Context: an optimization exercise on an open-source flow, tuned for small area, a short achievable clock period and few clock cycles per item. The choices shown serve that exercise and are no tape-out recipe.
Only simulation tests tie the RTL to the original design; equivalence was not proved.
No activity file was given, so power comes from the tool's default toggle rates.

== run A ==
==> flow/design.v (excerpt) <==
module lzw_dec (
    input  wire        clk,
    input  wire        rst,             
    input  wire        in_valid,
    output wire        in_ready,
    input  wire [15:0] in_code,
    input  wire        in_last,         
    output wire        out_valid,
    input  wire        out_ready,
    output wire [7:0]  out_data,
    output wire        out_last,        
    output wire        out_err          
);
Size: about 5,200 flip-flops.
Settings: LEC_CHECK=0, CAP_MARGIN=20, CORE_MARGIN=2, CORE_UTILIZATION=50, SLEW_MARGIN=20; clock period 10.0 ns.
standard.sh (not shown) runs the stock make flow with config.mk's settings and CLKGATE_MAP_FILE= SYNTH_SCRIPT=/design/flow/synth_recipe.tcl, a recipe that flattens the netlist after the stock synthesis.
==> flow/flow/run.sh <==
#!/bin/bash
set -euo pipefail
bash standard.sh SETUP_SLACK_MARGIN=6 MATCH_CELL_FOOTPRINT=0 finish > standard_flow.log 2>&1
Testbench counts of run A, summed over its fixed seeds: cycles 153,905, bytes 151,420.
#### Input delta (run B over run A)
==> flow/flow/run.sh <==
#!/bin/bash
set -euo pipefail
bash standard.sh SETUP_SLACK_MARGIN=6.5 MATCH_CELL_FOOTPRINT=0 finish > standard_flow.log 2>&1
Findings:
Run B | status: complete | timing, DRC, antenna: pass
| total of clock buffers placed in the layout | run B vs run A | 8 lower |
Cell total after placement of run B is on par with run A.
Of the two candidates, run A has the better total length of routed wires and run B the worse one.
Re post-place setup slack: run A and run B aren't equal, and the higher value belongs to run A.


the reference run:
The RTL this note starts from:
==> flow/design.v <==
module lzw_dec (
    input  wire        clk,
    input  wire        rst,             
    input  wire        in_valid,
    output wire        in_ready,
    input  wire [15:0] in_code,
    input  wire        in_last,         
    output wire        out_valid,
    input  wire        out_ready,
    output wire [7:0]  out_data,
    output wire        out_last,        
    output wire        out_err          
);
    localparam integer AW = 6;           
    localparam integer RN = 1 << AW;     
    localparam integer DW = AW + 3;      
    reg [8:0] dpre [0:255];
    reg [7:0] dbyt [0:255];
    reg [10:0]   ib0, ib1;
    reg [1:0]    icnt;
    reg          inr;        
    reg          wbusy;      
    reg          chk;        
    reg          hi;         
    reg          lastf;      
    reg          first;      
    reg          drain;      
    reg [8:0]    ptr;        
    reg [8:0]    cur;        
    reg [8:0]    prev;       
    reg [8:0]    pprev;      
    reg [7:0]    pfirst;     
    reg [9:0]    nxt;        
    reg          justmade;   
    reg          wdict;      
    reg [7:0]    wadr;       
    reg [8:0]    wpre;
    reg [7:0]    wbyt;
    reg [AW-1:0] wpos;       
    reg [AW:0]   wcntr;      
    reg [AW:0]   rcntr;      
    reg [8:0]    cnt;        
    reg          ovr;        
    reg          rnd;        
    reg          rfresh;     
    reg [8:0]    rem;        
    reg [8:0]    q;          
    reg          bv;         
    reg [AW-1:0] bpos;
    reg [8:0]    bsrc;       
    reg          wv;         
    reg [AW-1:0] wa;
    reg [7:0]    wde;        
    reg [7:0]    wdr;        
    reg          wds;        
    reg [7:0]    rbuf [0:RN-1];
    reg          pv1, pv2;
    reg [DW-1:0] pd1, pd2;
    reg [2:0]    fpc;        
    reg [2:0]    ftc;        
    reg [DW-1:0] fq [0:3];
    reg [2:0]    fw, fr;     
    reg          hvld;       
    reg [DW-1:0] hd;
    reg          ov, ol, oe;
    reg [7:0]    od;
    reg          rcur;       
    reg [AW-1:0] rp;         
    reg [AW-1:0] rstop;      
    reg          rlast;      
    reg [AW-1:0] prev_s;     
    wire [8:0] dp = dpre[ptr[7:0]];
    wire err_c  = chk & (hi | (first ? cur[8] : (!nxt[9] & (cur > nxt[8:0]))));
    wire cs_c   = chk & !hi & !first & !nxt[9] & (cur == nxt[8:0]);
    wire nw_c   = chk & !hi & !first & justmade & cur[8] & (cur[7:0] == wadr);
    wire spec_c = cs_c | nw_c;
    wire rootstep = !ptr[8] & !(chk & hi);
    wire [AW:0] used = wcntr - rcntr;    
    wire [2:0]  fcnt = fpc - ftc;        
    wire fifo_ok = !fcnt[2];
    wire ovr_now = !ovr & used[AW] & (cnt == RN);
    wire ovr_any = ovr | ovr_now;
    wire [AW-1:0] lim = rcur ? rstop : prev_s - 1'b1;
    wire room    = (wpos != lim) | (used == 0) | ovr_any;
    wire p1_go   = wbusy & !rnd & room & (!rootstep | fifo_ok);
    wire p1_err  = wbusy & !rnd & err_c & fifo_ok;
    wire p1_wr   = p1_go & !err_c;
    wire p1_root = wbusy & !rnd & rootstep & room & fifo_ok;
    wire mk_ent  = p1_root & !first & !nxt[9];
    wire wrstep = (q <= RN);
    wire q1     = (q == 9'd1);
    wire rfinal = (rem <= RN);
    wire go_r   = wbusy & rnd & !wdict &
                  (!wrstep | ((!rfresh | (used == 0)) & (!q1 | fifo_ok)));
    wire r_wr   = go_r & wrstep;
    wire done_code = (p1_root & !ovr_any) | (go_r & q1 & rfinal);
    wire        hv    = (icnt != 2'd0);
    wire [10:0] head  = ib0;
    wire        ld    = hv & !drain & (!wbusy | done_code);
    wire        ipop  = ld | (hv & drain);
    wire        ipush = in_valid & inr;
    assign in_ready = inr;
    wire [8:0] ssrc  = spec_c ? {1'b0, pfirst} : ptr;
    wire       pt_cur  = (p1_wr & rootstep & ovr_any) | (go_r & q1 & !rfinal);
    wire       pt_spec = p1_wr & spec_c;
    wire       pt_dp   = (p1_wr & !rootstep) | go_r;
    wire       ptr_en  = ld | pt_cur | pt_spec | pt_dp;
    wire [8:0] ptr_side = ld ? head[8:0] : (pt_cur ? cur : (cs_c ? prev : pprev));
    wire       use_dp  = !ld & !pt_cur & !pt_spec;
    wire [8:0] ptr_nx  = use_dp ? dp : ptr_side;
    wire       wr_any = p1_wr | r_wr;
    wire       wr_en  = p1_go | r_wr;
    wire       wr_inc = (p1_wr & !ovr_any) | r_wr;
    wire       push   = p1_err | p1_root | (go_r & q1);
    wire [DW-1:0] pdesc = p1_err  ? {1'b0, 1'b1, 1'b1, wpos + 1'b1} :
                          p1_root ? {ovr_any, 1'b0, lastf & !ovr_any, wpos} :
                                    {1'b0, 1'b0, lastf & rfinal, wpos};
    wire [AW-1:0] hs  = hd[AW-1:0];
    wire          hl  = hd[AW];
    wire          he  = hd[AW+1];
    wire          hf  = hd[AW+2];
    wire [AW-1:0] hstop  = hf ? hs - 1'b1 : prev_s - 1'b1;
    wire [AW-1:0] raddr  = rcur ? rp : hs;
    wire          rlastb = rcur ? (rp == rstop) : (hs == hstop);
    wire          adv    = !ov | out_ready;
    wire          pop    = adv & !rcur & hvld;
    wire          rd_dec = adv & (rcur | (hvld & !he));
    wire          refill = !hvld | pop;
    wire          a_ne   = (fw != fr);
    wire          a_pop  = refill & a_ne;
    wire          a_push = pv2 & !(refill & !a_ne);
    assign out_valid = ov;
    assign out_data  = od;
    assign out_last  = ol;
    assign out_err   = oe;
    always @(posedge clk) begin
        if (ipush) begin
            if (icnt == 2'd0 || (icnt == 2'd1 && ipop))
                ib0 <= {in_last, |in_code[15:9], in_code[8:0]};
            else
                ib1 <= {in_last, |in_code[15:9], in_code[8:0]};
        end
        if (ipop && icnt == 2'd2)
            ib0 <= ib1;
        if (mk_ent) begin
            wadr <= nxt[7:0];
            wpre <= prev;
            wbyt <= ptr[7:0];
        end
        if (wdict) begin
            dpre[wadr] <= wpre;
            dbyt[wadr] <= wbyt;
        end
        bpos <= wpos;
        bsrc <= ssrc;
        wa   <= bpos;
        wde  <= dbyt[bsrc[7:0]];
        wdr  <= bsrc[7:0];
        wds  <= bsrc[8];
        if (wv)
            rbuf[wa] <= wds ? wde : wdr;
        pd1 <= pdesc;
        pd2 <= pd1;
        if (a_push)
            fq[fw[1:0]] <= pd2;
        if (refill)
            hd <= a_ne ? fq[fr[1:0]] : pd2;
        if (adv)
            od <= rbuf[raddr];
    end
    always @(posedge clk) begin
        if (rst) begin
            icnt     <= 2'd0;
            inr      <= 1'b1;
            wbusy    <= 1'b0;
            drain    <= 1'b0;
            first    <= 1'b1;
            nxt      <= 10'd256;
            justmade <= 1'b0;
            wdict    <= 1'b0;
            wpos     <= {AW{1'b1}};
            wcntr    <= 0;
            rcntr    <= 0;
            ovr      <= 1'b0;
            rnd      <= 1'b0;
            bv       <= 1'b0;
            wv       <= 1'b0;
            pv1      <= 1'b0;
            pv2      <= 1'b0;
            fpc      <= 3'd0;
            ftc      <= 3'd0;
            fw       <= 3'd0;
            fr       <= 3'd0;
            hvld     <= 1'b0;
            ov       <= 1'b0;
            rcur     <= 1'b0;
            prev_s   <= {AW{1'b0}};
        end else begin
            icnt <= icnt + ipush - ipop;
            inr  <= !((icnt == 2'd2 && !ipop) || (icnt == 2'd1 && ipush && !ipop));
            if (drain && hv && head[10])
                drain <= 1'b0;
            if (p1_err) begin
                wbusy <= 1'b0;
                first <= 1'b1;
                nxt   <= 10'd256;
                drain <= !lastf;
            end
            wdict <= mk_ent;
            if (p1_root) justmade <= !first & !nxt[9];
            if (wr_any)
                wpos <= wpos - 1'b1;
            if (p1_wr) begin
                chk <= 1'b0;
                cnt <= cnt + 1'b1;
                if (ovr_now) ovr <= 1'b1;
                if (rootstep) begin
                    if (!first && !nxt[9]) nxt <= nxt + 1'b1;
                    first <= 1'b0;
                    if (lastf) begin
                        first <= 1'b1;
                        nxt   <= 10'd256;
                    end
                    prev   <= cur;
                    pprev  <= prev;
                    pfirst <= ptr[7:0];
                    if (ovr_any) begin
                        ovr    <= 1'b0;
                        rnd    <= 1'b1;
                        rfresh <= 1'b1;
                        rem    <= cnt + 1'b1 - RN;
                        q      <= cnt + 1'b1 - RN;
                    end
                end
            end
            if (go_r) begin
                q   <= q - 1'b1;
                if (wrstep) rfresh <= 1'b0;
                if (q1) begin
                    if (rfinal) begin
                        rnd <= 1'b0;
                    end else begin
                        rem    <= rem - RN;
                        q      <= rem - RN;
                        rfresh <= 1'b1;
                    end
                end
            end
            if (ptr_en) ptr <= ptr_nx;
            if (done_code) wbusy <= 1'b0;
            if (ld) begin
                wbusy <= 1'b1;
                chk   <= 1'b1;
                cur   <= head[8:0];
                hi    <= head[9];
                lastf <= head[10];
                cnt   <= 9'd0;
            end
            if (wr_inc) wcntr <= wcntr + 1'b1;
            if (rd_dec) rcntr <= rcntr + 1'b1;
            bv   <= wr_en;
            wv   <= bv;
            pv1  <= push;
            pv2  <= pv1;
            if (push) fpc <= fpc + 1'b1;
            if (pop)  ftc <= ftc + 1'b1;
            if (a_push) fw <= fw + 1'b1;
            if (a_pop)  fr <= fr + 1'b1;
            if (refill) hvld <= a_ne | pv2;
            if (adv) begin
                ov <= rcur | hvld;
                if (rcur) begin
                    ol <= rlast & rlastb;
                    oe <= 1'b0;
                    if (rlastb) rcur <= 1'b0;
                    rp <= rp + 1'b1;
                end else if (hvld) begin
                    if (he) begin
                        ol <= 1'b1;
                        oe <= 1'b1;
                    end else begin
                        ol     <= hl & rlastb;
                        oe     <= 1'b0;
                        prev_s <= hs;
                        rcur   <= !rlastb;
                        rp     <= hs + 1'b1;
                        rstop  <= hstop;
                        rlast  <= hl;
                    end
                end
            end
        end
    end
endmodule
clock: 10.0 ns
lec_check: 0
cap_margin: 20
core_margin: 2
core_utilization: 40
slew_margin: 20
==> flow/flow/run.sh <==
#!/bin/bash
set -euo pipefail
bash standard.sh SETUP_SLACK_MARGIN=6.5 MATCH_CELL_FOOTPRINT=0 finish > standard_flow.log 2>&1
The reference run finished every step from synthesis to the final layout, and the layout passed the timing, design-rule and antenna checks.
Testbench counts of the reference run, summed over its fixed seeds: cycles 153,905, bytes 151,420.
--- input diff the reference run..the trial run ---
==> flow/flow/run.sh <==
#!/bin/bash
set -euo pipefail
bash standard.sh SETUP_SLACK_MARGIN=7 MATCH_CELL_FOOTPRINT=0 finish > standard_flow.log 2>&1
Cell count is higher on the trial run. Total power after layout: the trial run and the reference run compared, lower one is the reference run. The worst slack on hold paths of the reference run and that of the trial run are within noise of each other.

[re-timing with driven ports]
In the flow no input, the clock included, has a driving cell. The finished layouts below were timed again as built, in two steps.
Step 1 (the two cells are an assumption about what drives the block):
set clk [get_ports {clk}]
set_driving_cell -lib_cell sky130_fd_sc_hd__clkbuf_16 $clk
set_driving_cell -lib_cell sky130_fd_sc_hd__buf_2 [delete_from_list [all_inputs] $clk]
Step 2 adds t to the input delays and takes it off the output delays; t is the mean of the earliest and latest rising clock arrival at the registers after step 1. Input paths then give back, and output paths get back, about the clock's delay inside the block.
a / b / c = ideal ports / drivers / drivers and shift; a / b = the first two.
run | t, ns | slack for setup (ns) | hold WS [ns] | worst data-port slew with drivers (ns) | pins driven straight from the clock port
run A | 1.139 | 5.972 / 5.972 / 5.198 | 0.329 / 0.329 / 0.329 | 0.04 | 1
run B | 1.151 | 6.344 / 6.234 / 5.566 | 0.325 / 0.325 / 0.325 | 0.04 | 1
the reference run | 1.185 | 6.193 / 6.059 / 5.544 | 0.324 / 0.324 / 0.324 | 0.04 | 1
the trial run | 1.196 | 6.252 / 6.138 / 5.967 | 0.323 / 0.323 / 0.323 | 0.04 | 1
After both steps setup and hold are still met in every run listed. For run B, which loses most, drivers alone change the setup slack by -0.110 ns; drivers and shift together by -0.778 ns.
